This is an optimization exercise on Yosys and OpenROAD, whose aim is small area, a short achievable clock period and few clock cycles, not a production implementation. Where RTL was checked, it was by simulation tests only, not by an equivalence proof against the original. No functional check of the RTL was part of runs 1 to 3. No activity file was given, so power comes from the tool's default toggle rates.

`design/flow/flow/run.sh`:
```
#!/bin/bash
# Standard ORFS layout, with repair_timing aiming well past the clock period
# (a larger setup slack margin); the clock and constraints are unchanged.
set -euo pipefail
bash standard.sh SETUP_SLACK_MARGIN=6.5 finish > orfs_make.log 2>&1
```
`design/flow/standard.sh`:
```
#!/bin/bash
# synth_recipe.tcl (not shown) runs the flow's synth.tcl, then flattens the netlist and writes it again
# the make line also repeats each setting of config.mk as NAME=value (left out here)
make -C /OpenROAD-flow-scripts/flow DESIGN_CONFIG=/design/flow/config.mk WORK_HOME=/design/flow/orfs CLKGATE_MAP_FILE= SYNTH_SCRIPT=/design/flow/synth_recipe.tcl "${@:-finish}"
```
`design/flow/config.mk`:
```
export PLATFORM = sky130hd
export DESIGN_NAME = sfla
export DESIGN_NICKNAME = sfla
export VERILOG_FILES = /design/flow/design.v
export SDC_FILE = /design/flow/constraint.sdc
export NUM_CORES = 4
export LEC_CHECK = 0
export CAP_MARGIN = 20
export CORE_MARGIN = 2
export CORE_UTILIZATION = 50
export CTS_CLUSTER_DIAMETER = 70
export CTS_CLUSTER_SIZE = 25
export SLEW_MARGIN = 20
```
`design/flow/constraint.sdc`:
```
create_clock -name core_clock -period 10.0 [get_ports {clk}]
set_input_delay 2.0000 -clock core_clock [delete_from_list [all_inputs] [get_ports {clk}]]
set_output_delay 2.0000 -clock core_clock [all_outputs]
set_load 0.01 [all_outputs]
```
`design/flow/design.v`:
```
module sfla (
    input  wire       clk,
    input  wire       rst,         
    input  wire       cmd_valid,
    output wire       cmd_ready,
    input  wire [7:0] cmd_data,
    input  wire       cmd_last,
    output wire       rsp_valid,
    input  wire       rsp_ready,
    output wire [7:0] rsp_data,
    output wire       rsp_last
);
    localparam [2:0] ST_OK = 3'd0, ST_INVALID_BANK = 3'd1, ST_UNSUP_BANK = 3'd2,
                     ST_UNKNOWN_NAME = 3'd3, ST_NULL_INPUT = 3'd4,
                     ST_MASK_SHORT = 3'd5, ST_NO_FILTER = 3'd6, ST_ILLEGAL = 3'd7;
    localparam [2:0] T_STATUS = 3'd0, T_MATCH = 3'd1, T_FREAD = 3'd2, T_AREAD = 3'd3,
                     T_APPLY = 3'd4, T_LFMT = 3'd5, T_UNK = 3'd6;
    localparam QD = 6;             
    localparam QB = 3;             
    integer i;
    function [7:0] pchar(input [2:0] s, input [2:0] q);
        reg [8*7-1:0] t;
        begin
            case (s)
                3'd0: t = "KILL_  ";
                3'd1: t = "ACCESS_";
                3'd2: t = "EPC_   ";
                3'd3: t = "TID_   ";
                3'd4: t = "USER_  ";
                3'd5: t = "LOCK   ";
                3'd6: t = "UNLOCK ";
                default: t = "PERMA  ";
            endcase
            pchar = t[8*(6-q) +: 8];
        end
    endfunction
    function [2:0] plast(input [2:0] s);    
        case (s)
            3'd0: plast = 3'd4;
            3'd1: plast = 3'd6;
            3'd2: plast = 3'd3;
            3'd3: plast = 3'd3;
            3'd4: plast = 3'd4;
            3'd5: plast = 3'd3;
            3'd6: plast = 3'd5;
            default: plast = 3'd4;
        endcase
    endfunction
    function [7:0] fchar(input [2:0] f, input [3:0] q);
        reg [8*6-1:0] t;
        begin
            case (f)
                3'd0: t = "KILL  ";
                3'd1: t = "ACCESS";
                3'd2: t = "EPC   ";
                3'd3: t = "TID   ";
                default: t = "USER  ";
            endcase
            fchar = t[8*(5-q[2:0]) +: 8];
        end
    endfunction
    function [3:0] flast(input [2:0] f);
        case (f)
            3'd0: flast = 4'd3;
            3'd1: flast = 4'd5;
            3'd2: flast = 4'd2;
            3'd3: flast = 4'd2;
            default: flast = 4'd3;
        endcase
    endfunction
    function [7:0] ochar(input [1:0] o, input [3:0] q);
        reg [8*11-1:0] t;
        begin
            case (o)
                2'd0: t = "LOCK       ";
                2'd1: t = "UNLOCK     ";
                2'd2: t = "PERMALOCK  ";
                default: t = "PERMAUNLOCK";
            endcase
            ochar = t[8*(10-q) +: 8];
        end
    endfunction
    function [3:0] olast(input [1:0] o);
        case (o)
            2'd0: olast = 4'd3;
            2'd1: olast = 4'd5;
            2'd2: olast = 4'd8;
            default: olast = 4'd10;
        endcase
    endfunction
    function [7:0] upcase(input [7:0] b);
        upcase = (b >= 8'h61 && b <= 8'h7A) ? {b[7:6], 1'b0, b[4:0]} : b;
    endfunction
    function [5:0] anext(input [5:0] a);
        anext = (a == 6'd6) ? 6'd32 : a + 6'd1;
    endfunction
    function [QB-1:0] qinc(input [QB-1:0] p);
        qinc = (p == QD - 1) ? {QB{1'b0}} : p + 1'b1;
    endfunction
    reg rst_q;
    always @(posedge clk) rst_q <= rst;
    wire rs = rst_q;
    reg        cr_q;
    reg        in_v, sk_v;
    reg  [7:0] in_d, sk_d, in_uc;
    reg        in_l, sk_l;
    reg        in_fload, in_fread, in_match, in_lclr, in_lacc, in_lget, in_lparse, in_lfmt;
    reg        in_comma, in_flok, in_resv, in_bank0;
    wire       consume;
    wire       in_free = ~in_v | consume;
    wire       fire    = cmd_valid & cr_q;
    wire [7:0] nx_d    = sk_v ? sk_d : cmd_data;
    wire       nx_l    = sk_v ? sk_l : cmd_last;
    assign cmd_ready = cr_q;
    always @(posedge clk) begin
        if (rs) begin
            in_v <= 1'b0;
            sk_v <= 1'b0;
        end else if (in_free) begin
            if (sk_v) begin
                in_v <= 1'b1;
                sk_v <= 1'b0;
            end else
                in_v <= fire;
        end else if (fire)
            sk_v <= 1'b1;
        cr_q <= ~rst & (rs | (in_free ? 1'b1 : ~(sk_v | fire)));
        if (in_free) begin
            in_d      <= nx_d;
            in_l      <= nx_l;
            in_uc     <= upcase(nx_d);
            in_fload  <= nx_d == 8'h01;
            in_fread  <= nx_d == 8'h02;
            in_match  <= nx_d == 8'h03;
            in_lclr   <= nx_d == 8'h10;
            in_lacc   <= nx_d == 8'h11;
            in_lget   <= nx_d == 8'h12;
            in_lparse <= nx_d == 8'h13;
            in_lfmt   <= nx_d == 8'h14;
            in_comma  <= nx_d == 8'h2C;
            in_resv   <= nx_d[7:3] != 5'd0;
            in_bank0  <= nx_d[1:0] == 2'd0;
            in_flok   <= nx_d[7:3] == 5'd0 && nx_d[1:0] != 2'd0;
        end
        if (cr_q) begin
            sk_d <= cmd_data;
            sk_l <= cmd_last;
        end
    end
    reg  [7:0]  fmh [0:6];
    reg  [7:0]  fmm [0:31];
    reg         f_valid;
    reg  [5:0]  f_rl;                  
    reg  [9:0]  d_U0;
    reg  [7:0]  d_m8U, d_m8V;          
    reg  [2:0]  d_ur, d_vr;
    reg         d_nz;
    reg         d_end0;                
    reg  [15:0] a_mask, a_act;
    reg  [8*84-1:0] ring;
    reg  [6:0]  ph;
    wire [7:0]  ring_tap = ring[8*84-1 -: 8];
    wire [6:0]  ph_n = (ph == 7'd83) ? 7'd0 : ph + 7'd1;
    reg  [6:0]  pos;
    reg         p0, p1, p4, p7, plt7, ple39, ple62, ple84;
    reg         o_fload, o_fread, o_match, o_lclr, o_lacc, o_lget, o_lparse, o_lfmt;
    reg         written;
    reg  [7:0]  hb1, hb2, hb3;         
    reg         fl_resv, fl_bank0, fl_ok;
    reg  [5:0]  fl_req;
    reg         fl_big;
    reg  [7:0]  frb;
    reg  [5:0]  fa;                    
    reg         restoring;
    reg  [5:0]  ra;
    reg         fresh;
    reg         rs_any, slot_hit;
    reg  [6:0]  rs_next, s0, tl, rsl;
    reg  [2:0]  dm;                    
    reg  [2:0]  dsid, dq, dfield;
    reg  [7:0]  dexp;                  
    reg         dlast;                 
    reg         dperm;
    reg         perr;
    reg  [4:0]  pm;
    reg  [9:0]  pa;
    reg  [7:0]  mA, mB;
    reg  [7:0]  mU, mV;
    reg         uge0, um1, vge1, v0, v1;    
    reg         d_uge0, d_um1, d_vge1, d_v0, d_v1;
    reg  [4:0]  midx;
    reg  [1:0]  hv;                    
    reg  [7:0]  h0, h1;                
    reg  [4:0]  d_U0p1;
    reg         mism;
    reg  [3:0]  qq [0:QD-1];
    reg  [QB-1:0] qw, qr;
    reg  [QB:0] qn;
    reg         q_full, q_any;
    reg  [QB:0] n_fr, n_unk, n_a, n_ap;
    reg         ov, ol;
    reg  [7:0]  od;
    reg         cm;
    reg  [2:0]  ct, cd;
    reg         c_mt, c_fr, c_ar, c_lf, c_uk;    
    reg  [6:0]  ci;
    reg  [2:0]  ff, fln;
    reg  [1:0]  fop;
    reg  [3:0]  ffl, fol;
    reg  [1:0]  fseg;
    reg  [3:0]  fq;
    assign rsp_valid = ov;
    assign rsp_data  = od;
    assign rsp_last  = ol;
    wire busy_fread = n_fr != 0;
    wire busy_unk   = n_unk != 0;
    wire busy_a     = n_a != 0;
    wire pend_apply = n_ap != 0;
    wire is_fload  = p0 ? in_fload  : o_fload;
    wire is_fread  = p0 ? in_fread  : o_fread;
    wire is_match  = p0 ? in_match  : o_match;
    wire is_lclr   = p0 ? in_lclr   : o_lclr;
    wire is_lacc   = p0 ? in_lacc   : o_lacc;
    wire is_lget   = p0 ? in_lget   : o_lget;
    wire is_lparse = p0 ? in_lparse : o_lparse;
    wire is_lfmt   = p0 ? in_lfmt   : o_lfmt;
    wire f_bank_epc = (fmh[0][1:0] == 2'd1);
    wire f_inv      = fmh[0][2];
    wire        fread_act = cm && c_fr;
    reg         sel_fa;
    wire        e_epc     = in_v && o_match && ple62;
    wire [4:0]  midx_sel  = (hv == 2'd2) ? midx : (hv == 2'd0) ? d_U0[4:0] : d_U0p1;
    wire [5:0]  paddr     = sel_fa ? fa : {1'b1, midx_sel};
    wire [7:0]  port      = paddr[5] ? fmm[paddr[4:0]] : fmh[paddr[2:0]];
    wire fl_ok_cur = p1 ? in_flok : fl_ok;
    wire rn_fl = o_fload && ple39 && fl_ok_cur;
    wire rn_lp = o_lparse && ple84 && !in_comma && !perr;
    wire ring_need = in_v && !written && (rn_fl || rn_lp);
    wire ring_ok   = rs_any || slot_hit;
    wire rw        = ring_need && ring_ok;
    wire [7:0] rwd = o_fload ? port : in_d;
    wire [7:0] uc = in_uc;
    reg  [2:0] n_dm, n_dsid, n_dq, n_dfield;
    reg        n_dperm;
    always @(*) begin
        n_dm = 3'd5; n_dsid = dsid; n_dq = dq + 3'd1; n_dfield = dfield; n_dperm = dperm;
        case (dm)
            3'd0: begin
                n_dm = 3'd1; n_dq = 3'd1;
                case (uc)
                    "K": begin n_dsid = 3'd0; n_dfield = 3'd0; end
                    "A": begin n_dsid = 3'd1; n_dfield = 3'd1; end
                    "E": begin n_dsid = 3'd2; n_dfield = 3'd2; end
                    "T": begin n_dsid = 3'd3; n_dfield = 3'd3; end
                    "U": begin n_dsid = 3'd4; n_dfield = 3'd4; end
                    default: n_dm = 3'd5;
                endcase
            end
            3'd1: begin
                if (uc == dexp) begin
                    if (dlast)
                        n_dm = (dsid == 3'd7) ? 3'd3 : (dsid[2] && dsid != 3'd4) ? 3'd4 : 3'd2;
                    else
                        n_dm = 3'd1;
                end
            end
            3'd2: begin
                n_dm = 3'd1; n_dq = 3'd1; n_dperm = 1'b0;
                case (uc)
                    "L": n_dsid = 3'd5;
                    "U": n_dsid = 3'd6;
                    "P": n_dsid = 3'd7;
                    default: n_dm = 3'd5;
                endcase
            end
            3'd3: begin
                n_dm = 3'd1; n_dq = 3'd1; n_dperm = 1'b1;
                case (uc)
                    "L": n_dsid = 3'd5;
                    "U": n_dsid = 3'd6;
                    default: n_dm = 3'd5;
                endcase
            end
            default: n_dm = 3'd5;
        endcase
    end
    reg [4:0] f_pm;
    reg [9:0] f_pa;
    always @(*) begin
        f_pm = pm;
        f_pa = pa;
        f_pm[dfield] = 1'b1;
        f_pa[2*dfield +: 2] = {dsid != 3'd6, dperm};
    end
    wire [15:0] mwin = p1 ? {h0, h1} : {mA, mB};
    wire [15:0] mshl = mwin << d_ur;
    reg  [7:0]  mvalid, mbit;
    integer b;
    always @(*) begin
        for (b = 0; b < 8; b = b + 1) begin
            mbit[b]   = mshl[15 - b];
            mvalid[b] = (uge0 || (um1 && ({1'b0, d_ur} + b >= 8))) &&
                        (vge1 || (v0 && b < d_vr));
        end
    end
    wire [7:0] erev = {in_d[0], in_d[1], in_d[2], in_d[3], in_d[4], in_d[5], in_d[6], in_d[7]};
    wire       mism_byte = |(mvalid & (erev ^ mbit));
    wire       end_ok_e  = !d_nz || !vge1 || (v1 && d_vr == 3'd0);
    wire       m_r       = p0 ? (d_end0 ^ f_inv)
                              : ((!(mism || mism_byte) && end_ok_e) ^ f_inv);
    wire [15:0] nfull = {fmh[5], in_d};
    wire fl_short = p7 ? (nfull != 16'd0)
                       : (fl_big || ({1'b0, pos[5:0]} - 7'd7 < {1'b0, fl_req}));
    wire lp_tok_acc = !in_comma && dm == 3'd1 && (dsid == 3'd5 || dsid == 3'd6) &&
                      dlast && uc == dexp;
    reg  [2:0] c_st, c_t;
    always @(*) begin
        c_st = ST_OK; c_t = T_STATUS;
        if (is_fload) begin
            if (plt7 || !ple39 || fl_resv) c_st = ST_ILLEGAL;
            else if (fl_bank0)             c_st = ST_INVALID_BANK;
            else if (fl_short)             c_st = ST_MASK_SHORT;
        end else if (is_fread) begin
            if (!p0)            c_st = ST_ILLEGAL;
            else if (!f_valid)  c_st = ST_NO_FILTER;
            else                c_t  = T_FREAD;
        end else if (is_match) begin
            if (!ple62)           c_st = ST_ILLEGAL;
            else if (!f_valid)    c_st = ST_NO_FILTER;
            else if (!f_bank_epc) c_st = ST_UNSUP_BANK;
            else                  c_t  = T_MATCH;
        end else if (is_lclr) begin
            if (!p0) c_st = ST_ILLEGAL;
        end else if (is_lacc) begin
            if (!p4) c_st = ST_ILLEGAL;
        end else if (is_lget) begin
            if (!p0) c_st = ST_ILLEGAL; else c_t = T_AREAD;
        end else if (is_lparse) begin
            if (!ple84)                               c_st = ST_ILLEGAL;
            else if (p0)                              c_st = ST_NULL_INPUT;
            else if (perr || !lp_tok_acc) begin c_st = ST_UNKNOWN_NAME; c_t = T_UNK; end
            else                                      c_t  = T_APPLY;
        end else if (is_lfmt) begin
            if (!p0) c_st = ST_ILLEGAL; else c_t = T_LFMT;
        end else
            c_st = ST_ILLEGAL;
    end
    wire [3:0] c_q = (c_t == T_STATUS) ? {1'b0, c_st} :
                     (c_t == T_MATCH)  ? {1'b1, m_r ? 3'd7 : 3'd1} : {1'b1, c_t};
    wire c_modA = (p0 && in_lclr) || (o_lacc && p4);
    wire stall =
        (p0 && in_fload  && (busy_fread || busy_unk)) ||
        (p0 && in_lparse && (pend_apply || busy_unk)) ||
        (ring_need && !ring_ok) ||
        (e_epc && (busy_fread || (p1 && hv != 2'd2))) ||
        (in_l && (q_full || (c_modA && busy_a))) ||
        restoring || fresh;
    assign consume = in_v && !stall;
    wire commit = consume && in_l;
    wire fl_fail_restore = is_fload && !p0 && fl_ok_cur && c_st != ST_OK;
    wire       load = !ov || rsp_ready;
    wire [4:0] lf;
    assign lf[0] = &a_mask[9:8];
    assign lf[1] = &a_mask[7:6];
    assign lf[2] = &a_mask[5:4];
    assign lf[3] = &a_mask[3:2];
    assign lf[4] = &a_mask[1:0];
    function [1:0] lop(input [1:0] v);       
        case (v)
            2'b10: lop = 2'd0;
            2'b00: lop = 2'd1;
            2'b11: lop = 2'd2;
            default: lop = 2'd3;
        endcase
    endfunction
    function [1:0] fopf(input [2:0] f);
        case (f)
            3'd0: fopf = lop(a_act[9:8]);
            3'd1: fopf = lop(a_act[7:6]);
            3'd2: fopf = lop(a_act[5:4]);
            3'd3: fopf = lop(a_act[3:2]);
            default: fopf = lop(a_act[1:0]);
        endcase
    endfunction
    function [2:0] lnext(input [2:0] f);
        integer j;
        begin
            lnext = 3'd5;
            for (j = 4; j >= 0; j = j - 1)
                if (lf[j] && (f == 3'd7 || j > f)) lnext = j[2:0];
        end
    endfunction
    wire [2:0] lane_first = lnext(3'd7);
    wire [2:0] fnew  = cm ? fln : lane_first;
    wire [7:0] fmt_c = (fseg == 2'd0) ? fchar(ff, fq) :
                       (fseg == 2'd1) ? 8'h5F :
                       (fseg == 2'd2) ? ochar(fop, fq) : 8'h2C;
    wire       fmt_oend = (fseg == 2'd2) && (fq == fol);
    wire       fmt_end  = fmt_oend && fln == 3'd5;
    reg  [7:0] abyte;
    always @(*) begin
        case (ci[1:0])
            2'd1: abyte = a_mask[15:8];
            2'd2: abyte = a_mask[7:0];
            2'd3: abyte = a_act[15:8];
            default: abyte = a_act[7:0];
        endcase
    end
    wire [7:0] nb = ({8{c_mt}} & {7'd0, cd[0]}) |
                    ({8{c_fr}} & frb) |
                    ({8{c_ar}} & abyte) |
                    ({8{c_lf}} & fmt_c) |
                    ({8{c_uk}} & ring_tap);
    wire       nl = c_mt | (c_fr & (ci[5:0] == f_rl)) | (c_ar & ci[2]) |
                    (c_lf & fmt_end) | (c_uk & (ci == tl));
    wire [3:0] hq = qq[qr];
    wire [2:0] ht = !hq[3] ? T_STATUS : (hq[2:0] == 3'd7) ? T_MATCH : hq[2:0];
    wire [2:0] hd = !hq[3] ? hq[2:0] : {2'b00, hq[2:0] == 3'd7};
    wire       unk_wait = c_uk && ph != rsl;
    wire       pop = load && !cm && q_any;
    wire       adv = load && cm && !unk_wait;
    wire       do_apply = pop && ht == T_APPLY;
    wire nx_o_fload   = consume ? (!in_l && (p0 ? in_fload : o_fload)) : o_fload;
    wire nx_restoring = (commit && fl_fail_restore) ||
                        (restoring && !(ph == rsl && anext(ra) == fa));
    wire nx_fread_act = (pop && ht == T_FREAD) || (fread_act && !(adv && nl));
    always @(posedge clk)
        sel_fa <= !rs && ((!rst && nx_fread_act) || nx_o_fload || nx_restoring);
    wire [31:0] fP = {fmh[1], fmh[2], fmh[3], fmh[4]};
    wire [15:0] fN = {fmh[5], fmh[6]};
    wire [11:0] du  = 12'd32 - {1'b0, fP[10:0]};
    wire [12:0] dv  = {4'd0, fN[8:0]} + {2'd0, fP[10:0]} - 13'd32;
    wire [9:0]  nU0 = (|fP[31:11]) ? 10'h300 : {{1{du[11]}}, du[11:3]};
    wire [9:0]  nV0 = ((|fP[31:11]) || (|fN[15:9])) ? 10'd511 : dv[12:3];
    always @(posedge clk) begin
        d_U0   <= nU0;
        d_U0p1 <= nU0[4:0] + 5'd1;
        d_ur   <= du[2:0];
        d_m8U  <= (nU0[9] && nU0[8:7] != 2'b11) ? 8'h80 : nU0[7:0];
        d_m8V  <= (!nV0[9] && nV0[8:7] != 2'b00) ? 8'h7F : nV0[7:0];
        d_vr   <= dv[2:0];
        d_nz   <= (fN != 16'd0);
        d_end0 <= (fN == 16'd0) || nV0[9] || (nV0 == 10'd0 && dv[2:0] == 3'd0);
        d_uge0 <= !nU0[9];
        d_um1  <= nU0 == 10'h3FF;
        d_vge1 <= !nV0[9] && nV0 != 10'd0;
        d_v0   <= nV0 == 10'd0;
        d_v1   <= nV0 == 10'd1;
        ring <= {ring[8*83-1:0], rw ? rwd : ring_tap};
        ph   <= rs ? 7'd0 : ph_n;
    end
    always @(posedge clk) begin
        if (rs) begin
            pos       <= 7'd0;
            {o_fload, o_fread, o_match, o_lclr, o_lacc, o_lget, o_lparse, o_lfmt} <= 8'd0;
            p0        <= 1'b1;
            p1        <= 1'b0;
            p4        <= 1'b0;
            p7        <= 1'b0;
            plt7      <= 1'b1;
            ple39     <= 1'b1;
            ple62     <= 1'b1;
            ple84     <= 1'b1;
            written   <= 1'b0;
            restoring <= 1'b0;
            fresh     <= 1'b0;
            hv        <= 2'd0;
            f_valid   <= 1'b0;
            rs_any    <= 1'b1;
        end else begin
            fresh <= 1'b0;
            written <= consume ? 1'b0 : (written | rw);
            slot_hit <= rw || (ph_n == rs_next);
            if (rw) begin
                if (rs_any) begin
                    s0 <= ph;
                    tl <= 7'd1;
                end else
                    tl <= tl + 7'd1;
                rs_next <= ph_n;
                rs_any  <= 1'b0;
            end
            if (consume) begin
                if (in_l) begin
                    {o_fload, o_fread, o_match, o_lclr, o_lacc, o_lget, o_lparse, o_lfmt} <= 8'd0;
                end else if (p0) begin
                    o_fload  <= in_fload;  o_fread <= in_fread; o_match <= in_match;
                    o_lclr   <= in_lclr;   o_lacc  <= in_lacc;  o_lget  <= in_lget;
                    o_lparse <= in_lparse; o_lfmt  <= in_lfmt;
                end
            end
            if (consume) begin
                if (in_l) begin
                    pos   <= 7'd0;
                    p0    <= 1'b1;
                    p1    <= 1'b0;
                    p4    <= 1'b0;
                    p7    <= 1'b0;
                    plt7  <= 1'b1;
                    ple39 <= 1'b1;
                    ple62 <= 1'b1;
                    ple84 <= 1'b1;
                end else begin
                    if (pos != 7'd127) pos <= pos + 7'd1;
                    p0    <= 1'b0;
                    p1    <= pos == 7'd0;
                    p4    <= pos == 7'd3;
                    p7    <= pos == 7'd6;
                    plt7  <= pos < 7'd6;
                    ple39 <= pos < 7'd39;
                    ple62 <= pos < 7'd62;
                    ple84 <= pos < 7'd84;
                end
            end
            if (consume && p0) begin
                if (in_lparse || in_fload) begin
                    rs_any <= 1'b1;
                    tl     <= 7'd0;
                end
                if (in_lparse) begin
                    dm   <= 3'd0;
                    perr <= 1'b0;
                    pm   <= 5'd0;
                    pa   <= 10'd0;
                end
                mism     <= 1'b0;
                mU       <= d_m8U;
                mV       <= d_m8V;
                uge0     <= d_uge0;
                um1      <= d_um1;
                vge1     <= d_vge1;
                v0       <= d_v0;
                v1       <= d_v1;
                midx     <= d_U0[4:0] + 5'd2;
            end
            if (in_v && o_fload && p1) begin
                fl_resv  <= in_resv;
                fl_bank0 <= in_bank0;
                fl_ok    <= in_flok;
            end
            if (in_v && o_fload && p7) begin
                fl_big <= nfull > 16'd256;
                fl_req <= ({1'b0, fmh[5][0], in_d} + 10'd7) >> 3;
            end
            if (in_v && o_lacc && p1)        hb1 <= in_d;
            if (in_v && o_lacc && pos == 7'd2) hb2 <= in_d;
            if (in_v && o_lacc && pos == 7'd3) hb3 <= in_d;
            if (consume && o_lparse && ple84 && !perr) begin
                if (in_comma) begin
                    if (dm == 3'd4) begin
                        pm     <= f_pm;
                        pa     <= f_pa;
                        dm     <= 3'd0;
                        rs_any <= 1'b1;
                        tl     <= 7'd0;
                    end else
                        perr <= 1'b1;
                end else begin
                    dm <= n_dm; dsid <= n_dsid; dq <= n_dq; dfield <= n_dfield; dperm <= n_dperm;
                    dexp  <= pchar(n_dsid, n_dq);
                    dlast <= n_dq == plast(n_dsid);
                end
            end
            if (consume && e_epc) begin
                mism <= mism | mism_byte;
                mU   <= mU + 8'd1;
                mV   <= mV - 8'd1;
                uge0 <= uge0 | um1;
                um1  <= mU == 8'hFE;
                vge1 <= vge1 & ~v1;
                v0   <= v1;
                v1   <= mV == 8'd2;
            end
            if (consume && e_epc) begin
                mA   <= p1 ? h1 : mB;
                mB   <= port;
                midx <= midx + 5'd1;
            end
            if (rw && o_fload && fa == {1'b1, d_U0[4:0]}) h0 <= in_d;
            if (rw && o_fload && fa == {1'b1, d_U0p1})    h1 <= in_d;
            if (commit && is_fload)
                hv <= (c_st == ST_OK) ? 2'd2 : 2'd0;
            else if (!sel_fa && !fresh) begin
                if (hv == 2'd0) begin
                    h0 <= port;
                    hv <= 2'd1;
                end else if (hv == 2'd1) begin
                    h1 <= port;
                    hv <= 2'd2;
                end
            end
            if (commit) begin
                if (is_fload && c_st == ST_OK) begin
                    f_valid <= 1'b1;
                    f_rl    <= pos[5:0];
                    if (p7) fresh <= 1'b1;
                end
                if (fl_fail_restore) begin
                    restoring <= 1'b1;
                    ra        <= 6'd0;
                end
                if (is_lparse && c_t == T_APPLY) begin
                    pm <= f_pm;
                    pa <= f_pa;
                end
            end
            if (restoring && ph == rsl) begin
                ra <= anext(ra);
                if (anext(ra) == fa) begin
                    restoring <= 1'b0;
                    fresh     <= 1'b1;
                end
            end
        end
    end
    wire       fm_we = restoring ? (ph == rsl) : (rw && o_fload);
    wire [5:0] fm_wa = restoring ? ra : fa;
    wire [7:0] fm_wd = restoring ? ring_tap : in_d;
    genvar gk;
    generate
        for (gk = 0; gk < 7; gk = gk + 1) begin : g_fmh
            always @(posedge clk)
                if (fm_we && fm_wa == gk) fmh[gk] <= fm_wd;
        end
        for (gk = 0; gk < 32; gk = gk + 1) begin : g_fmm
            always @(posedge clk)
                if (fm_we && fm_wa == 32 + gk) fmm[gk] <= fm_wd;
        end
    endgenerate
    always @(posedge clk) begin
        if (rs) begin
            a_mask <= 16'd0;
            a_act  <= 16'd0;
        end else if (commit && c_modA) begin
            if (p0) begin
                a_mask <= 16'd0;
                a_act  <= 16'd0;
            end else begin
                a_mask <= a_mask | {hb1, hb2};
                a_act  <= (a_act & ~{hb1, hb2}) | ({hb3, in_d} & {hb1, hb2});
            end
        end else if (do_apply) begin
            a_mask <= {6'd0, {2{pm[0]}}, {2{pm[1]}}, {2{pm[2]}}, {2{pm[3]}}, {2{pm[4]}}};
            a_act  <= {6'd0, pa[1:0], pa[3:2], pa[5:4], pa[7:6], pa[9:8]};
        end
    end
    function [QB:0] cnt(input [QB:0] n, input up, input dn);
        cnt = (up && !dn) ? n + 1'b1 : (dn && !up) ? n - 1'b1 : n;
    endfunction
    wire taken_last = ov && ol && rsp_ready;
    wire lp_body = o_lparse && ple84;
    wire inc_fr  = p0 && in_fread && f_valid;
    wire inc_unk = lp_body && (perr || !lp_tok_acc);
    wire inc_ap  = lp_body && !perr && lp_tok_acc;
    wire inc_a   = p0 && (in_lget || in_lfmt);
    always @(posedge clk) begin
        if (rs) begin
            qw    <= {QB{1'b0}};
            qr    <= {QB{1'b0}};
            qn    <= {(QB+1){1'b0}};
            q_full <= 1'b0;
            q_any  <= 1'b0;
            n_fr  <= 0;
            n_unk <= 0;
            n_a   <= 0;
            n_ap  <= 0;
        end else begin
            if (commit) begin
                qq[qw] <= c_q;
                qw     <= qinc(qw);
            end
            if (pop) qr <= qinc(qr);
            if (commit && !pop) begin
                qn     <= qn + 1'b1;
                q_full <= qn == QD - 1;
                q_any  <= 1'b1;
            end else if (pop && !commit) begin
                qn     <= qn - 1'b1;
                q_full <= 1'b0;
                q_any  <= qn != 1;
            end
            n_fr  <= cnt(n_fr,  commit && inc_fr,            taken_last && c_fr);
            n_unk <= cnt(n_unk, commit && inc_unk,           taken_last && c_uk);
            n_a   <= cnt(n_a,   commit && (inc_a || inc_ap), taken_last && (c_ar || c_lf));
            n_ap  <= cnt(n_ap,  commit && inc_ap,            do_apply);
        end
    end
    always @(posedge clk) begin
        if (rst || rs) begin
            ov <= 1'b0;
            cm <= 1'b0;
        end else if (load) begin
            if (cm) begin
                if (unk_wait)
                    ov <= 1'b0;
                else begin
                    ov <= 1'b1;
                    od <= nb;
                    ol <= nl;
                    ci <= ci + 7'd1;
                    if (nl) cm <= 1'b0;
                    if (c_lf) begin
                        case (fseg)
                            2'd0: if (fq == ffl) fseg <= 2'd1; else fq <= fq + 4'd1;
                            2'd1: begin fseg <= 2'd2; fq <= 4'd0; end
                            2'd2: if (fmt_oend) fseg <= 2'd3; else fq <= fq + 4'd1;
                            default: begin
                                fseg <= 2'd0; fq <= 4'd0;
                                ff <= fnew; fop <= fopf(fnew); ffl <= flast(fnew);
                                fol <= olast(fopf(fnew)); fln <= lnext(fnew);
                            end
                        endcase
                    end
                end
            end else if (q_any) begin
                ov <= 1'b1;
                ct <= ht;
                cd <= hd;
                c_mt <= ht == T_MATCH;
                c_fr <= ht == T_FREAD;
                c_ar <= ht == T_AREAD || ht == T_APPLY;
                c_lf <= ht == T_LFMT;
                c_uk <= ht == T_UNK;
                ci <= 7'd1;
                case (ht)
                    T_STATUS: begin od <= {5'd0, hd}; ol <= 1'b1; cm <= 1'b0; end
                    T_UNK:    begin od <= 8'h03; ol <= (tl == 7'd0); cm <= (tl != 7'd0); end
                    T_LFMT:   begin od <= 8'h00; ol <= (lf == 5'd0); cm <= (lf != 5'd0); end
                    default:  begin od <= 8'h00; ol <= 1'b0; cm <= 1'b1; end
                endcase
                ff <= fnew; fop <= fopf(fnew); ffl <= flast(fnew);
                fol <= olast(fopf(fnew)); fln <= lnext(fnew);
                fseg <= 2'd0;
                fq   <= 4'd0;
            end else
                ov <= 1'b0;
        end
    end
    always @(posedge clk) begin
        if (consume && p0 && in_fload)
            fa <= 6'd0;
        else if (rw && o_fload)
            fa <= anext(fa);
        else if (pop && ht == T_FREAD)
            fa <= 6'd1;
        else if (adv && c_fr)
            fa <= anext(fa);
        if (pop && ht == T_FREAD)
            frb <= fmh[0];
        else if (adv && c_fr)
            frb <= port;
    end
    always @(posedge clk) begin
        if (commit && fl_fail_restore)
            rsl <= (rw && rs_any) ? ph : s0;
        else if (restoring && ph == rsl)
            rsl <= (rsl == 7'd83) ? 7'd0 : rsl + 7'd1;
        else if (pop && ht == T_UNK)
            rsl <= s0;
        else if (adv && c_uk)
            rsl <= (rsl == 7'd83) ? 7'd0 : rsl + 7'd1;
    end
endmodule
```
==> flow_metrics.tcl, run 1 <==
set metrics [dict create \
    status "timing/DRC/antenna clean" \
    crit_path_max_incr_delay_ps 580 \
    io_pins 24 \
    firstDrtPassIters 8 \
    p_per_area_mw_per_mm2 196 \
    dr.first_iter.drc_count 3762 \
    slew_viol_final 0 \
    fin_nets 4297 \
    vdd_drop_max_v 0.000147 \
    hold_path.class "flip-flop to flip-flop" \
    numCtsBuffers 80 \
    yosysTopAreaCell "edfxtp_1" \
    grt_pass1_vias 30400 \
    clock_skew_ps 57.6 \
    rows 117 \
    fp.coreArea_mm2 0.102 \
    cts_buffer_depth 3 \
    yosys_warnings 3 \
    gp_congestion 0.898 \
    crit_type "flip-flop to flip-flop" \
    grt_use_total 0.241 \
    vias_per_cell 5.85 \
    synth_fp_nets 4169 \
    synth_area_mm2 0.0511 \
    cp_num_buf_inv 4 \
    dieArea_mm2 0.105 \
    antenna_found_initial 7 \
    synthArstFlopShare 0 \
    grt_overflow 0 \
    synthCells 4054 \
    ys_types 111 \
    tightest_slew_ps 1130 \
    rsz0062_at_grt "true" \
    num_vias 32800 \
    cp.arrival_ps 4290 \
    drv_cap 0 \
    cp_slowest_cell "or4_4" \
    whs_ps 296 \
    synth_top_area_frac 0.346 \
    io_buffers 23 \
    cp_top_family "simple AND/OR/NAND/NOR gates" \
    cts.htree.levels 3 \
    critPathLaunchType "flip-flop" \
    drc 0 \
    die_h_um 324 \
    wl_per_cell_um 22.8 \
    yosysSeqAreaShare 0.669 \
    grt_max_degree 55 \
    synth_edf_count 589 \
    cp-end-kind "flip-flop" \
    timing.final.crit_share 0.366 \
    tritoncts "done" \
    cts.sinks 1412 \
    synthTopCellsByArea "edfxtp_1 (35%), dfxtp_1 (32%), ha_1 (2.4%)" \
    p_leak_nw 20.9 \
    hold_viol 0 \
    start_util 0.503 \
    synth_seq_cells 1412 \
    crit_chain "or4_4, o21ai_4, and4bb_2, and4b_2, buf_12, nand2_8, buf_12, clkinv_8, nand2_8, o21bai_4, ha_4, inv_4, ha_4, a21o_1, a21oi_2, xnor2_1, or3_1, a21oi_2" \
    routed_wl_mm 128 \
    cts.hold.buffers_added 0 \
    areaGrowthSynthToFinish_pct 14.2 \
    cp.required_ps 10630 \
    clk_pin_slew_ps 90 \
    grt_pass1_wl_mm 191 \
    final_antenna_net_count 0 \
    root_buffer "clkbuf_16" \
    synth-main-ff-cell "dfxtp_1" \
    dp_hpwl_mm 82.1 \
    die_w_um 324 \
    fmax_mhz 274 \
    clk-insertion-delay-late_ps 710 \
    setup_tns_ps 0 \
    slew-limit-headroom 0.242 \
    drive_above_1_share 0.163 \
    avgSynthCellArea_um2 12.6 \
    cp_max_fo 5 \
    fin_crit_ps 3660 \
    setup_viol_count_final 0 \
]
-- synth_stat cells, types with 24 or more instances --
cell type  instances
nand2_1          264
o21ai_0          166
nor3_1           102
buf_2             38
a31oi_1           39
nand3_1          107
ha_1              97
nor2_1           298
dfxtp_1          823
nand2b_1          38
nor4_1            33
a22oi_1           41
a211oi_1          27
o22ai_1           24
mux2i_1           76
mux2_2            74
xnor2_1           96
nand4_1           26
inv_1            125
or3_1             34
a222oi_1          30
xor2_1            74
a32oi_1           25
edfxtp_1         589
a21oi_1          201
clkbuf_1         122
-- cell families (layout without fill, tap and decap cells) --
logic type / after synthesis / after routing / share of synthesized area
compound gates: 817 / 818 / 0.109
other cells: 0 / 1 / 0
simple gates: 1061 / 1061 / 0.101
flops: 1412 / 1412 / 0.669
mux: 175 / 175 / 0.0417
fa+ha+maj: 102 / 102 / 0.0257
xor+xnor: 170 / 170 / 0.0292
buf+inv: 317 / 497 / 0.0247
-- routing by layer --
| metal | share of wire | wire (um) | up-vias | GRT usage |
|---|---|---|---|---|
| met5 | 0.00063 | 80 | - | 0 |
| met4 | 0.035 | 4480 | 12 | 0.0879 |
| met3 | 0.089 | 11400 | 277 | 0.0483 |
| met2 | 0.43 | 54900 | 1443 | 0.354 |
| met1 | 0.45 | 56900 | 15900 | 0.353 |
| li1 | - | - | 15100 | - |
-- cell usage in the layout (no fill, tap or decap), types with 94 or more instances in the layout --
master      n
nand2_1   259
buf_4     160
nor2_1    274
xnor2_1    94
edfxtp_1  589
inv_1     114
dfxtp_1   800
o21ai_0   159
a21oi_1   184
nand3_1   106
-- power by group --
part	total, mW	switching [mW]	internal, mW
clock network	3.60	2.01	1.59
registers	6.16	0.0817	6.08
logic	1.67	1.03	0.637
-- cell type report --
| class | count | area, um2 |
|---|---|---|
| multi-input combinational | 2326 | 16900 |
| timing repair inverter | 2 | 12.5 |
| clock buffer | 94 | 2080 |
| fill | 8364 | 43300 |
| inverter | 132 | 532 |
| sequential | 1412 | 34200 |
| tap | 1368 | 1710 |
| antenna | 1 | 2.50 |
| timing repair buffer | 228 | 2270 |
| clock inverter | 41 | 577 |
-- worst paths after layout --
path	from	to	slack, ps	depth (start not counted)
setup / recovery	n_unk[3]$_SDFFE_PP0P_	n_a[3]$_SDFFE_PP0P_	6340	18
hold / removal	ring[15]$_DFF_P_	ring[23]$_DFF_P_	300	0
setup reg to reg	n_unk[3]$_SDFFE_PP0P_	n_a[3]$_SDFFE_PP0P_	6340	18
hold reg to reg	ring[15]$_DFF_P_	ring[23]$_DFF_P_	300	0
-- timing repair --
item / 4_1_cts / 5_1_grt
setup buffers: 61 / 71
pin swaps: 30 / 64
gates cloned: 8 / 4
resized for setup: 213 / 114
endpoints found under the setup margin: 501 / 378
-- metrics by stage --
step | cells | power (mW) | util | worst slack, ps | area, um2
3_3_place_gp | 5323 | 7.55 | 0.521 | 4590 | 53000
3_5_place_dp | 5324 | 7.55 | 0.521 | 4600 | 53000
6_report | 5604 | 11.4 | 0.574 | 6340 | 58300
2_1_floorplan | 4054 | 7.05 | - | 5520 | 51200
5_1_grt | 5603 | 11.8 | 0.574 | 6230 | 58300
4_1_cts | 5528 | 11.3 | 0.562 | 6240 | 57100
-- sequential cells by signal (all words and copies together), names as in the netlist, 10 cells and up, named ones only --
name and cells:
a_act 16, a_mask 16, fmh 56, fmm 256
pa 10, qq 24, ring 672
==> inputs of run 2 (changes only) <==
--- a/design/flow/design.v
+++ b/design/flow/design.v
@@ -214,6 +214,3 @@
     assign rsp_last  = ol;
-    wire busy_fread = n_fr != 0;
-    wire busy_unk   = n_unk != 0;
-    wire busy_a     = n_a != 0;
-    wire pend_apply = n_ap != 0;
+    reg  busy_fread, busy_unk, busy_a, pend_apply;    
     wire is_fload  = p0 ? in_fload  : o_fload;
@@ -650,2 +647,6 @@
     wire taken_last = ov && ol && rsp_ready;
+    wire [QB:0] nx_fr  = cnt(n_fr,  commit && inc_fr,            taken_last && c_fr);
+    wire [QB:0] nx_unk = cnt(n_unk, commit && inc_unk,           taken_last && c_uk);
+    wire [QB:0] nx_a   = cnt(n_a,   commit && (inc_a || inc_ap), taken_last && (c_ar || c_lf));
+    wire [QB:0] nx_ap  = cnt(n_ap,  commit && inc_ap,            do_apply);
     wire lp_body = o_lparse && ple84;
@@ -666,2 +667,6 @@
             n_ap  <= 0;
+            busy_fread <= 1'b0;
+            busy_unk   <= 1'b0;
+            busy_a     <= 1'b0;
+            pend_apply <= 1'b0;
         end else begin
@@ -681,6 +686,10 @@
             end
-            n_fr  <= cnt(n_fr,  commit && inc_fr,            taken_last && c_fr);
-            n_unk <= cnt(n_unk, commit && inc_unk,           taken_last && c_uk);
-            n_a   <= cnt(n_a,   commit && (inc_a || inc_ap), taken_last && (c_ar || c_lf));
-            n_ap  <= cnt(n_ap,  commit && inc_ap,            do_apply);
+            n_fr  <= nx_fr;
+            n_unk <= nx_unk;
+            n_a   <= nx_a;
+            n_ap  <= nx_ap;
+            busy_fread <= nx_fr  != 0;
+            busy_unk   <= nx_unk != 0;
+            busy_a     <= nx_a   != 0;
+            pend_apply <= nx_ap  != 0;
         end
--- a/design/flow/flow/run.sh
+++ b/design/flow/flow/run.sh
@@ -4,2 +4,2 @@
 set -euo pipefail
-bash standard.sh SETUP_SLACK_MARGIN=6.5 finish > orfs_make.log 2>&1
+bash standard.sh SETUP_SLACK_MARGIN=7 finish > orfs_make.log 2>&1
==> run 2 against run 1 <==
Against the previous run:
- sequential share of layout area decreased by 4.1 points
- area after synthesis increased by 2.0%
- worst hold slack improved by 15 ps
- global-route usage increased by 1.5 points
- sequential power about the same
- core utilization increased by 3.4 points
- first-iteration DRC count increased by 18%
- non-clock buffer count increased by 177
- via count increased by 8.0%
- critical path depth decreased by 3
- setup slack improved by 290 ps
- combinational power increased by 35%
- critical endpoint is now h0[3]$_DFFE_PN_
==> flow_metrics.tcl, run 2 <==
set metrics [dict create \
    busiest_layer "met2" \
    p_per_area_mw_per_mm2 194 \
    cts.sinks 1415 \
    yosysTopAreaCell "edfxtp_1" \
    synth_fp_nets 4256 \
    fin_crit_ps 3360 \
    num_vias 35400 \
    fin_util 0.608 \
    root_buffer "clkbuf_16" \
    rrSetupSlack_ps 6640 \
    synth_edf_count 588 \
    synth_common_cells "dfxtp_1 (827), edfxtp_1 (588), nor2_1 (278), nand2_1 (260), o21ai_0 (178)" \
    drc 0 \
    power_mw 12.2 \
    rsz0062_at_grt "true" \
    setup_tns_ps 0 \
    cts.htree.levels 3 \
    dp_cells 5434 \
    dieArea_mm2 0.107 \
    r2r-start "sel_fa$_DFF_P_" \
    cp.arrival_ps 3890 \
    avgSynthCellArea_um2 12.5 \
    synth_most_common_cell "dfxtp_1" \
    fin_nets 4553 \
    largest-register "ring" \
    min_from "ring[122]$_DFF_P_" \
    tightest_slew_ps 1080 \
    grt_use_total 0.255 \
    synthTopCellsByArea "edfxtp_1 (34%), dfxtp_1 (32%), ha_1 (2.1%)" \
    cts.hold.buffers_added 0 \
    die_h_um 327 \
    reg_top3 "ring: 672 flops, fmm: 256 flops, fmh: 56 flops" \
    hold_path.class "flip-flop to flip-flop" \
    clk_pin_slew_ps 100 \
    holdPathStages 0 \
    firstDrtPassIters 8 \
    synth-main-ff-cell "dfxtp_1" \
    synth_area_mm2 0.0521 \
    largest_reg_flops 672 \
    drive_above_1_share 0.241 \
    crit_type "flip-flop to flip-flop" \
    timing.final.crit_share 0.336 \
    slew_viol_final 0 \
    use_met1 0.348 \
    numCtsBuffers 82 \
    rows 118 \
    yosysSeqAreaShare 0.657 \
    synth_seq_cells 1415 \
    hold_viol 0 \
    cts_buffer_depth 3 \
    die_w_um 327 \
    clk-insertion-delay-late_ps 730 \
    cp.required_ps 10530 \
    final_antenna_net_count 0 \
    final_cells 5886 \
    cp_max_fo 8 \
    synth_top_area_frac 0.339 \
    grt_overflow 0 \
    gr-usage-met2 0.395 \
    antenna_found_initial 1 \
    p_leak_nw 22.8 \
    io_buffers 23 \
    tritoncts "done" \
    holdPathEnd "ring[130]$_DFF_P_" \
    grt_pass1_vias 32800 \
    critPathLaunchType "flip-flop" \
    final_common_cell "dfxtp_1" \
    rr_worst_depth 15 \
    ys_types 115 \
    dr.first_iter.drc_count 4445 \
    io_pins 24 \
    synthCells 4156 \
    cp-end-kind "flip-flop" \
    vdd_drop_max_v 0.000169 \
    synthArstFlopShare 0 \
    gp_congestion 0.969 \
    grt_pass1_wl_mm 208 \
    whs_ps 311 \
    areaGrowthSynthToFinish_pct 20.6 \
    fp.coreArea_mm2 0.103 \
    fmax_mhz 297 \
    status "timing/DRC/antenna clean" \
    vias_per_cell 6.01 \
    grt_util_met3 0.0542 \
    yosys_warnings 3 \
    clock_skew_ps 61.6 \
    dp_hpwl_mm 85.8 \
    start_util 0.504 \
    slew-limit-headroom 0.277 \
    drv_cap 0 \
    layout_common_cells "dfxtp_1 (803), edfxtp_1 (588), nand2_1 (245), nor2_1 (243), buf_4 (243)" \
    crit_path_start "sel_fa$_DFF_P_" \
    routed_wl_mm 142 \
    setup_viol_count_final 0 \
    wl_per_cell_um 24.1 \
    grt_max_degree 53 \
    r2r-end "h0[3]$_DFFE_PN_" \
]
run 2: cell count changes after synthesis, moves of 14 or more:
cell / change
a21oi_1: -29
a221oi_1: +15
and3_1: +25
inv_1: +23
mux2_2: +14
nand2b_1: -15
nand3_1: +19
nor2_1: -20
nor2b_1: +18
nor3_1: +39
nor4_1: -15
or3_1: -15
xor2_1: -14
run 2: area by class of cell:
cell class	instances	area, um2
Timing Repair inverter	1	6.26
Multi-Input combinational cell	2395	19000
Clock buffer	93	2180
Fill cell	7931	40500
Antenna cell	2	5.00
Clock inverter	42	644
Timing Repair Buffer	405	4360
Inverter	153	616
Sequential cell	1415	34300
Tap cell	1380	1730
run 2: kinds of logic (layout without fill, tap and decap cells):
group / count (synthesis) / after routing / synth area share
AND/OR/NAND/NOR: 1113 / 1114 / 0.106
AO/OA/AOI/OAI: 814 / 818 / 0.109
other: 0 / 2 / 0
XOR/XNOR: 159 / 159 / 0.0267
buffers and inverters: 351 / 694 / 0.0273
multiplexers: 216 / 216 / 0.0527
flip-flops: 1415 / 1415 / 0.657
adder cells (fa/ha/maj): 88 / 88 / 0.0212
run 2: how the worst max path moves through the flow:
stage	slack (ps)	cells after the start	endpoint
2_1_floorplan	6200	7	pend_apply$_SDFF_PP0_
3_3_place_gp	5140	8	pend_apply$_SDFF_PP0_
3_5_place_dp	5090	8	pend_apply$_SDFF_PP0_
4_1_cts	6710	1	rsp_last
5_1_grt	6620	16	h0[3]$_DFFE_PN_
6_report	6640	15	h0[3]$_DFFE_PN_
run 2: worst max-delay path, stage by stage, from the launching register on:
cell	delay (ps)
dfxtp_4	410
buf_12	140
nor2_4	50
buf_12	140
buf_6	110
a211o_4	430
buf_6	170
nor3_4	520
buf_4	230
a22oi_2	70
o211a_1	160
o211ai_1	190
buf_4	180
o21ai_4	70
buf_12	150
o21ai_2	110
run 2: what timing repair did:
item | CTS | global route
pin swaps | 97 | 128
buffers inserted | 179 | 107
setup endpoints to repair | 681 | 217
cloned | 22 | 7
resized for setup | 444 | 247
run 2: power breakdown:
| group | internal [mW] | switching (mW) |
|---|---|---|
| clock | 1.71 | 2.06 |
| combinational | 0.973 | 1.27 |
| sequential | 6.10 | 0.0951 |
run 2: through the flow:
| stage | instance area (um2) | setup WS (ps) |
|---|---|---|
| finish | 62800 | 6640 |
| global route | 62800 | 6620 |
| CTS | 60800 | 6710 |
| detailed placement | 54200 | 5090 |
| global placement | 54100 | 5140 |
| floorplan | 52400 | 6200 |
run 2: per-layer routing:
metal | part of all wire | wire length (um)
met1 | 0.41 | 57700
met2 | 0.45 | 63600
met3 | 0.095 | 13400
met4 | 0.049 | 6910
met5 | 0.00019 | 27
==> inputs of run 3 (changes only) <==
--- a/design/flow/design.v
+++ b/design/flow/design.v
@@ -643,10 +643,18 @@
     end
-    function [QB:0] cnt(input [QB:0] n, input up, input dn);
-        cnt = (up && !dn) ? n + 1'b1 : (dn && !up) ? n - 1'b1 : n;
+    function [QB:0] cnt(input [QB:0] n, input [QB:0] np1, input [QB:0] nm1,
+                        input up, input dn);
+        cnt = (up && !dn) ? np1 : (dn && !up) ? nm1 : n;
+    endfunction
+    function cnz(input nz, input n1, input up, input dn);
+        cnz = (up && !dn) ? 1'b1 : (dn && !up) ? !n1 : nz;
     endfunction
     wire taken_last = ov && ol && rsp_ready;
-    wire [QB:0] nx_fr  = cnt(n_fr,  commit && inc_fr,            taken_last && c_fr);
-    wire [QB:0] nx_unk = cnt(n_unk, commit && inc_unk,           taken_last && c_uk);
-    wire [QB:0] nx_a   = cnt(n_a,   commit && (inc_a || inc_ap), taken_last && (c_ar || c_lf));
-    wire [QB:0] nx_ap  = cnt(n_ap,  commit && inc_ap,            do_apply);
+    wire up_fr = commit && inc_fr,            dn_fr = taken_last && c_fr;
+    wire up_uk = commit && inc_unk,           dn_uk = taken_last && c_uk;
+    wire up_a  = commit && (inc_a || inc_ap), dn_a  = taken_last && (c_ar || c_lf);
+    wire up_ap = commit && inc_ap,            dn_ap = do_apply;
+    wire [QB:0] nx_fr  = cnt(n_fr,  n_fr  + 1'b1, n_fr  - 1'b1, up_fr, dn_fr);
+    wire [QB:0] nx_unk = cnt(n_unk, n_unk + 1'b1, n_unk - 1'b1, up_uk, dn_uk);
+    wire [QB:0] nx_a   = cnt(n_a,   n_a   + 1'b1, n_a   - 1'b1, up_a,  dn_a);
+    wire [QB:0] nx_ap  = cnt(n_ap,  n_ap  + 1'b1, n_ap  - 1'b1, up_ap, dn_ap);
     wire lp_body = o_lparse && ple84;
@@ -690,6 +698,6 @@
             n_ap  <= nx_ap;
-            busy_fread <= nx_fr  != 0;
-            busy_unk   <= nx_unk != 0;
-            busy_a     <= nx_a   != 0;
-            pend_apply <= nx_ap  != 0;
+            busy_fread <= cnz(busy_fread, n_fr  == 1, up_fr, dn_fr);
+            busy_unk   <= cnz(busy_unk,   n_unk == 1, up_uk, dn_uk);
+            busy_a     <= cnz(busy_a,     n_a   == 1, up_a,  dn_a);
+            pend_apply <= cnz(pend_apply, n_ap  == 1, up_ap, dn_ap);
         end
--- a/design/flow/flow/run.sh
+++ b/design/flow/flow/run.sh
@@ -4,2 +4,2 @@
 set -euo pipefail
-bash standard.sh SETUP_SLACK_MARGIN=7 finish > orfs_make.log 2>&1
+bash standard.sh SETUP_SLACK_MARGIN=6.5 finish > orfs_make.log 2>&1
==> run 3 against run 2 <==
Against the previous run:
- synthesized cell count fell by 1.1%
- still clean
- highest routed layer is now met4
- critical endpoint is now frb[7]$_DFFE_PP_
- largest cell class unchanged
- setup slack got worse by 240 ps
- sequential power barely moved
==> flow_metrics.tcl, run 3 <==
set metrics [dict create \
    dp_cells 5363 \
    clk-insertion-delay-late_ps 720 \
    reg_top3 "ring: 672 flops, fmm: 256 flops, fmh: 56 flops" \
    critPathLaunchType "flip-flop" \
    start_util 0.506 \
    rsz0062_at_grt "true" \
    vias_per_cell 5.97 \
    yosysSeqAreaShare 0.662 \
    synth_fp_nets 4224 \
    grt_pass1_vias 31200 \
    grt_max_degree 71 \
    routed_wl_mm 133 \
    io_buffers 23 \
    largest_reg_flops 672 \
    synth_top_area_frac 0.342 \
    final_cells 5615 \
    wl_per_cell_um 23.7 \
    setup_viol_count_final 0 \
    areaGrowthSynthToFinish_pct 13.2 \
    cp.arrival_ps 4200 \
    setup_ws_ps 6390 \
    numCtsBuffers 82 \
    synth_area_mm2 0.0517 \
    whs_ps 291 \
    dp_hpwl_mm 86.0 \
    io_pins 24 \
    vdd_drop_max_v 0.000153 \
    cp.required_ps 10590 \
    ys_types 109 \
    fillCellCount 8340 \
    synth-main-ff-cell "dfxtp_1" \
    cp-end-kind "flip-flop" \
    avgSynthCellArea_um2 12.6 \
    root_buffer "clkbuf_16" \
    antennaDiodeCount 0 \
    p_leak_nw 20.9 \
    num_vias 33500 \
    largest-register "ring" \
    timing.final.crit_share 0.361 \
    fin_crit_ps 3610 \
    antenna_found_initial 3 \
    tightest_slew_ps 1150 \
    drive_above_1_share 0.151 \
    synth_edf_count 588 \
    synth_most_common_cell "dfxtp_1" \
    synth_common_cells "dfxtp_1 (827), edfxtp_1 (588), nor2_1 (294), nand2_1 (263), a21oi_1 (198)" \
    dieArea_mm2 0.106 \
    hold_viol 0 \
    grt_pass1_wl_mm 197 \
    die_w_um 325 \
    yosys_warnings 3 \
    fmax_mhz 277 \
    status "timing/DRC/antenna clean" \
    fp.coreArea_mm2 0.102 \
    rows 117 \
    crit_type "flip-flop to flip-flop" \
    yosysTopAreaCell "edfxtp_1" \
    cp_max_fo 39 \
    dr.first_iter.drc_count 4060 \
    firstDrtPassIters 10 \
    synthTopCellsByArea "edfxtp_1 (34%), dfxtp_1 (32%), ha_1 (2.4%)" \
    drv_cap 0 \
    grt_overflow 0 \
    die_h_um 325 \
    cts.hold.buffers_added 0 \
    synthArstFlopShare 0 \
    p_per_area_mw_per_mm2 197 \
    grt_use_total 0.243 \
    fin_nets 4306 \
    tritoncts "done" \
    gp_congestion 0.948 \
    setup_tns_ps 0 \
    layout_common_cells "dfxtp_1 (812), edfxtp_1 (588), nor2_1 (256), nand2_1 (255), a21oi_1 (186)" \
    hold_path.class "flip-flop to flip-flop" \
    clk_pin_slew_ps 90 \
    slew-limit-headroom 0.233 \
    place_ws_ps 5220 \
    synth_seq_cells 1415 \
    cts.htree.levels 3 \
    cts_buffer_depth 3 \
    clock_skew_ps 56.1 \
    drc 0 \
    final_common_cell "dfxtp_1" \
    final_antenna_net_count 0 \
    slew_viol_final 0 \
    synthCells 4112 \
    cts.sinks 1415 \
]
[run 3: timing repair]
action                     in CTS  in global routing
setup buffers                  45                 54
gates cloned                    5                  8
pin swaps                      33                 36
resized for setup             162                110
setup endpoints to repair     569                489
[run 3: cell type report]
| cell class | count | area [um2] | area share |
|---|---|---|---|
| sequential | 1415 | 34300 | 0.586 |
| multi-input combinational | 2360 | 17100 | 0.293 |
| clock buffer | 96 | 2160 | 0.0369 |
| timing repair buffer | 198 | 2080 | 0.0356 |
| tap | 1368 | 1710 | 0.0293 |
| clock inverter | 41 | 633 | 0.0108 |
| inverter | 137 | 528 | 0.00903 |
[run 3: path summary, 6_finish.rpt]
kind	startpoint	to	slack, ps	cells past startpoint
max	sel_fa$_DFF_P_	frb[7]$_DFFE_PP_	6390	11
min	ring[113]$_DFF_P_	ring[121]$_DFF_P_	290	0
max reg2reg	sel_fa$_DFF_P_	frb[7]$_DFFE_PP_	6390	11
min reg2reg	ring[113]$_DFF_P_	ring[121]$_DFF_P_	290	0
[run 3: cell families after synthesis]
kind of cell             Yosys count  synth area share
flip-flops                      1415             0.662
multiplexers                     196            0.0494
XOR/XNOR                         159            0.0270
AND/OR/NAND/NOR                 1111             0.106
buffers and inverters            339            0.0281
AO/OA/AOI/OAI                    793             0.103
adder cells (fa/ha/maj)           99            0.0241
[run 3: worst max-delay path: stages (launching register included)]
cell	delay [ps]
dfxtp_4	360
buf_12	150
nor2_4	390
a211oi_4	130
buf_8	240
nor3_2	710
and3_1	340
a311oi_1	80
a31o_2	240
and3_2	220
a21boi_2	380
mux2_2	230
[run 3: metrics by stage]
stage	area, um2	utilization	power [mW]
global route	58500	0.572	11.9
finish	58500	0.572	11.5
floorplan	51700	-	7.12
CTS	57300	0.561	11.4
global placement	53300	0.521	7.56
detailed placement	53300	0.522	7.56
[run 3: where the power goes]
part	total [mW]	switching [mW]	internal, mW
clock	3.71	2.04	1.66
sequential	6.18	0.0936	6.09
combinational	1.63	1.04	0.597
total	11.5	3.17	8.35
[run 3: layer usage]
layer | global-route usage | wire, um | vias up
met5 | 0 | 0 | -
met4 | 0.108 | 6520 | 0
met3 | 0.0456 | 12200 | 406
met2 | 0.362 | 57000 | 1647
met1 | 0.346 | 57400 | 16300
li1 | - | - | 15200
==> inputs of run 4 (changes only) <==
--- a/design/flow/design.v
+++ b/design/flow/design.v
@@ -173,3 +173,3 @@
     reg  [5:0]  fa;                    
-    reg         restoring;
+    reg         restoring, rstart;
     reg  [5:0]  ra;
@@ -229,3 +229,4 @@
     wire [4:0]  midx_sel  = (hv == 2'd2) ? midx : (hv == 2'd0) ? d_U0[4:0] : d_U0p1;
-    wire [5:0]  paddr     = sel_fa ? fa : {1'b1, midx_sel};
+    reg  [4:0]  msel;                  
+    wire [5:0]  paddr     = sel_fa ? fa : {1'b1, msel};
     wire [7:0]  port      = paddr[5] ? fmm[paddr[4:0]] : fmh[paddr[2:0]];
@@ -421,3 +422,3 @@
     wire nx_restoring = (commit && fl_fail_restore) ||
-                        (restoring && !(ph == rsl && anext(ra) == fa));
+                        (restoring && !(!rstart && ph == rsl && anext(ra) == fa));
     wire nx_fread_act = (pop && ht == T_FREAD) || (fread_act && !(adv && nl));
@@ -425,2 +426,8 @@
         sel_fa <= !rs && ((!rst && nx_fread_act) || nx_o_fload || nx_restoring);
+    wire [1:0] nx_hv   = rs ? 2'd0 : (commit && is_fload) ? ((c_st == ST_OK) ? 2'd2 : 2'd0) :
+                         (!sel_fa && !fresh && hv != 2'd2) ? hv + 2'd1 : hv;
+    wire [4:0] nx_midx = (consume && p0) ? d_U0[4:0] + 5'd2 :
+                         (consume && e_epc) ? midx + 5'd1 : midx;
+    always @(posedge clk)
+        msel <= (nx_hv == 2'd2) ? nx_midx : (nx_hv == 2'd0) ? nU0[4:0] : nU0[4:0] + 5'd1;
     wire [31:0] fP = {fmh[1], fmh[2], fmh[3], fmh[4]};
@@ -462,2 +469,3 @@
             restoring <= 1'b0;
+            rstart    <= 1'b0;
             fresh     <= 1'b0;
@@ -596,5 +604,6 @@
                     restoring <= 1'b1;
+                    rstart    <= 1'b1;
                     ra        <= 6'd0;
                 end
-                if (is_lparse && c_t == T_APPLY) begin
+                if (o_lparse) begin
                     pm <= f_pm;
@@ -603,3 +612,4 @@
             end
-            if (restoring && ph == rsl) begin
+            if (rstart) rstart <= 1'b0;
+            if (restoring && !rstart && ph == rsl) begin
                 ra <= anext(ra);
@@ -612,3 +622,3 @@
     end
-    wire       fm_we = restoring ? (ph == rsl) : (rw && o_fload);
+    wire       fm_we = restoring ? (!rstart && ph == rsl) : (rw && o_fload);
     wire [5:0] fm_wa = restoring ? ra : fa;
@@ -714,2 +724,20 @@
                     ov <= 1'b1;
+                    if (nl) cm <= 1'b0;
+                end
+            end else if (q_any) begin
+                ov <= 1'b1;
+                case (ht)
+                    T_STATUS: cm <= 1'b0;
+                    T_UNK:    cm <= (tl != 7'd0);
+                    T_LFMT:   cm <= (lf != 5'd0);
+                    default:  cm <= 1'b1;
+                endcase
+            end else
+                ov <= 1'b0;
+        end
+    end
+    always @(posedge clk) begin
+        if (load) begin
+            if (cm) begin
+                if (!unk_wait) begin
                     od <= nb;
@@ -717,3 +745,2 @@
                     ci <= ci + 7'd1;
-                    if (nl) cm <= 1'b0;
                     if (c_lf) begin
@@ -732,3 +759,2 @@
             end else if (q_any) begin
-                ov <= 1'b1;
                 ct <= ht;
@@ -742,6 +768,6 @@
                 case (ht)
-                    T_STATUS: begin od <= {5'd0, hd}; ol <= 1'b1; cm <= 1'b0; end
-                    T_UNK:    begin od <= 8'h03; ol <= (tl == 7'd0); cm <= (tl != 7'd0); end
-                    T_LFMT:   begin od <= 8'h00; ol <= (lf == 5'd0); cm <= (lf != 5'd0); end
-                    default:  begin od <= 8'h00; ol <= 1'b0; cm <= 1'b1; end
+                    T_STATUS: begin od <= {5'd0, hd}; ol <= 1'b1; end
+                    T_UNK:    begin od <= 8'h03; ol <= (tl == 7'd0); end
+                    T_LFMT:   begin od <= 8'h00; ol <= (lf == 5'd0); end
+                    default:  begin od <= 8'h00; ol <= 1'b0; end
                 endcase
@@ -751,4 +777,3 @@
                 fq   <= 4'd0;
-            end else
-                ov <= 1'b0;
+            end
         end
@@ -770,4 +795,4 @@
     always @(posedge clk) begin
-        if (commit && fl_fail_restore)
-            rsl <= (rw && rs_any) ? ph : s0;
+        if (rstart)
+            rsl <= s0;
         else if (restoring && ph == rsl)
==> run 4 against run 3 <==
Against the previous run:
- still clean on timing, DRC and antenna
- combinational power fell by 44%
- routed wire length fell by 3.3%
- area after synthesis shrank 0.36%
- critical path type unchanged
- largest power group unchanged
- highest routed layer unchanged
==> flow_metrics.tcl, run 4 <==
set metrics [dict create \
    cp_num_buf_inv 3 \
    ys_types 92 \
    clk_pin_slew_ps 90 \
    worst-path-stages 11 \
    die_h_um 325 \
    timing.final.crit_share 0.354 \
    routed_wl_mm 129 \
    yosys_warnings 3 \
    grt_pass1_wl_mm 192 \
    synth_common_cells "dfxtp_1 (833), edfxtp_1 (588), nor2_1 (275), nand2_1 (256), o21ai_0 (199)" \
    areaGrowthSynthToFinish_pct 11.8 \
    place_ws_ps 5230 \
    wl_per_cell_um 23.0 \
    crit_chain "buf_6, and3_1, o21ai_0, a21oi_1, o211ai_1, nor3_4, buf_4, buf_4, nor4_2, o22a_2, o21ai_0" \
    drc 0 \
    setup_viol_count_final 0 \
    drive_above_1_share 0.130 \
    grt_max_degree 66 \
    cp.arrival_ps 3980 \
    synth_fp_nets 4242 \
    status "timing/DRC/antenna clean" \
    dp_hpwl_mm 84.6 \
    fillCellCount 8455 \
    start_util 0.505 \
    largest-register "ring" \
    reg_top3 "ring: 672 flops, fmm: 256 flops, fmh: 56 flops" \
    clk-insertion-delay-late_ps 720 \
    synth_edf_count 588 \
    grt_pass1_vias 30900 \
    power.switching_mw 2.75 \
    swShare 0.252 \
    root_buffer "clkbuf_16" \
    fin_nets 4286 \
    synthCells 4132 \
    yosysTopAreaCell "edfxtp_1" \
    cp.required_ps 10440 \
    final_antenna_net_count 0 \
    num_vias 33300 \
    p_leak_nw 20.5 \
    p_clk_frac 0.344 \
    slew_viol_final 0 \
    synth_most_common_cell "dfxtp_1" \
    synth_area_mm2 0.0515 \
    synth_top_area_frac 0.343 \
    cp_slowest_cell "o21ai_0" \
    p_int_mw 8.15 \
    fp.coreArea_mm2 0.102 \
    vdd_drop_max_v 0.000137 \
    p_per_area_mw_per_mm2 189 \
    layout_common_cells "dfxtp_1 (819), edfxtp_1 (588), nand2_1 (254), nor2_1 (243), o21ai_0 (196)" \
    grt_use_total 0.236 \
    cts.htree.levels 3 \
    numCtsBuffers 82 \
    final_cells 5597 \
    vias_per_cell 5.96 \
    yosysSeqAreaShare 0.667 \
    synth-main-ff-cell "dfxtp_1" \
    cts.hold.buffers_added 0 \
    seqPwrFrac 0.573 \
    cts_buffer_depth 3 \
    holdPathStages 0 \
    fin_crit_ps 3540 \
    dp_cells 5382 \
    whs_ps 310 \
    grt_overflow 0 \
    rsz0062_at_grt "true" \
    cts.sinks 1421 \
    largest_reg_flops 672 \
    critPathLaunchType "flip-flop" \
    crit_path_max_incr_delay_ps 640 \
    combPwrFrac 0.084 \
    crit_type "flip-flop to flip-flop" \
    firstDrtPassIters 9 \
    setup_ws_ps 6460 \
    synthTopCellsByArea "edfxtp_1 (34%), dfxtp_1 (32%), ha_1 (2.3%)" \
    antenna_found_initial 2 \
    final_common_cell "dfxtp_1" \
    rr_worst_depth 11 \
    clock_skew_ps 71.7 \
    die_w_um 325 \
    drv_cap 0 \
    io_pins 24 \
    dr.first_iter.drc_count 4183 \
    synthArstFlopShare 0 \
    cp_top_family "compound AO/OA/AOI/OAI gates" \
    setup_tns_ps 0 \
    synth_seq_cells 1421 \
    cp_max_fo 16 \
    avgSynthCellArea_um2 12.5 \
    cp-end-kind "flip-flop" \
    fmax_mhz 283 \
    rows 117 \
    tritoncts "done" \
    dieArea_mm2 0.106 \
    hold_path.class "flip-flop to flip-flop" \
    slew-limit-headroom 0.113 \
    tightest_slew_ps 1330 \
    gp_congestion 0.955 \
    io_buffers 23 \
    hold_viol 0 \
]
[run 4: cell count changes in the layout (fill, tap and decap cells not counted), moves of 17 or more]
cell	change
a21oi_1	-17
a22oi_1	+25
buf_12	-17
mux2i_1	-20
nand2b_1	-19
nor4_1	+17
o21ai_0	+25
[run 4: logic make-up after synthesis]
logic type / Yosys count / share of synthesized area
compound gates: 845 / 0.111
xor+xnor: 164 / 0.0279
fa+ha+maj: 97 / 0.0237
buf+inv: 352 / 0.0271
flops: 1421 / 0.667
mux: 154 / 0.0374
simple gates: 1099 / 0.106
[run 4: power groups by stage]
| stage | logic (mW) | registers [mW] | clock network [mW] |
|---|---|---|---|
| after global placement | 0.797 | 6.37 | 0 |
| after detailed placement | 0.802 | 6.37 | 0 |
| after global routing | 0.974 | 6.25 | 4.05 |
| final | 0.912 | 6.24 | 3.75 |
| after CTS | 0.848 | 6.24 | 3.85 |
| after floorplan | 0.587 | 6.29 | 0 |
[run 4: worst paths after layout]
| check | slack (ps) | from | to |
|---|---|---|---|
| worst min register to register | 310 | ring[67]$_DFF_P_ | ring[75]$_DFF_P_ |
| worst max-delay path | 6460 | sel_fa$_DFF_P_ | h1[4]$_DFFE_PN_ |
| worst max register to register | 6460 | sel_fa$_DFF_P_ | h1[4]$_DFFE_PN_ |
| worst min-delay path | 310 | ring[67]$_DFF_P_ | ring[75]$_DFF_P_ |
[run 4: area by class of cell]
class                      count  area [um2]  share of cell area
timing repair inverter         1        5.00           0.0000870
inverter                     143         563             0.00978
clock buffer                  94        2180              0.0379
timing repair buffer         166        1450              0.0252
tap                         1368        1710              0.0297
multi-input combinational   2361       16600               0.289
clock inverter                42         648              0.0113
antenna                        1        2.50           0.0000435
sequential                  1421       34400               0.597
[run 4: per-stage QoR]
stage	power (mW)	util	area, um2
after floorplan	6.88	-	51600
after CTS	10.9	0.557	56700
final	10.9	0.565	57600
after global routing	11.3	0.565	57500
after global placement	7.17	0.522	53200
after detailed placement	7.18	0.522	53200
[run 4: timing repair]
item | in CTS | in global routing
resized for setup | 129 | 82
cloned | 1 | 3
setup endpoints to repair | 412 | 391
pin swaps | 9 | 18
setup buffers | 25 | 47
[run 4: metal layers]
layer	GRT usage	vias up	share of wire
li1	-	15300	-
met1	0.333	16100	0.43
met2	0.372	1614	0.45
met3	0.0399	300	0.086
met4	0.0788	0	0.036
met5	0	-	0
Testbench counts of run 4, summed over its fixed seeds: cycles 17,576.

[static timing again, ports no longer ideal]
The results above use ideal ports. As a check the final layouts listed here were re-extracted and re-timed, cells and wires unchanged. Step 1: set_driving_cell puts a clkbuf_16 on clk and a buf_2 on each other input, an assumption about the parent block. Step 2 moves the port delays by t, midway between the first and last clock arrival at a register: inputs arrive t later, outputs are due t later. That takes back most of the time a late clock gives input paths. Slacks: ideal / step 1 / step 2; pairs: ideal / step 1.
run	shift t [ns]	setup WS [ns]	hold slack, ns	worst data-port slew with drivers (ns)	pins driven straight from the clock port
run 1	0.752	6.344 / 6.344 / 5.635	0.296 / 0.296 / 0.296	0.09	1
run 2	0.768	6.638 / 6.638 / 6.043	0.311 / 0.311 / 0.311	0.06	1
run 3	0.764	6.394 / 6.394 / 5.799	0.291 / 0.291 / 0.291	0.06	1
run 4	0.764	6.461 / 6.461 / 6.047	0.310 / 0.310 / 0.310	0.08	1
After both steps every run listed still meets setup and hold. The setup slack of run 1, which loses most, moves by 0.000 ns with the drivers and by -0.709 ns with both steps.
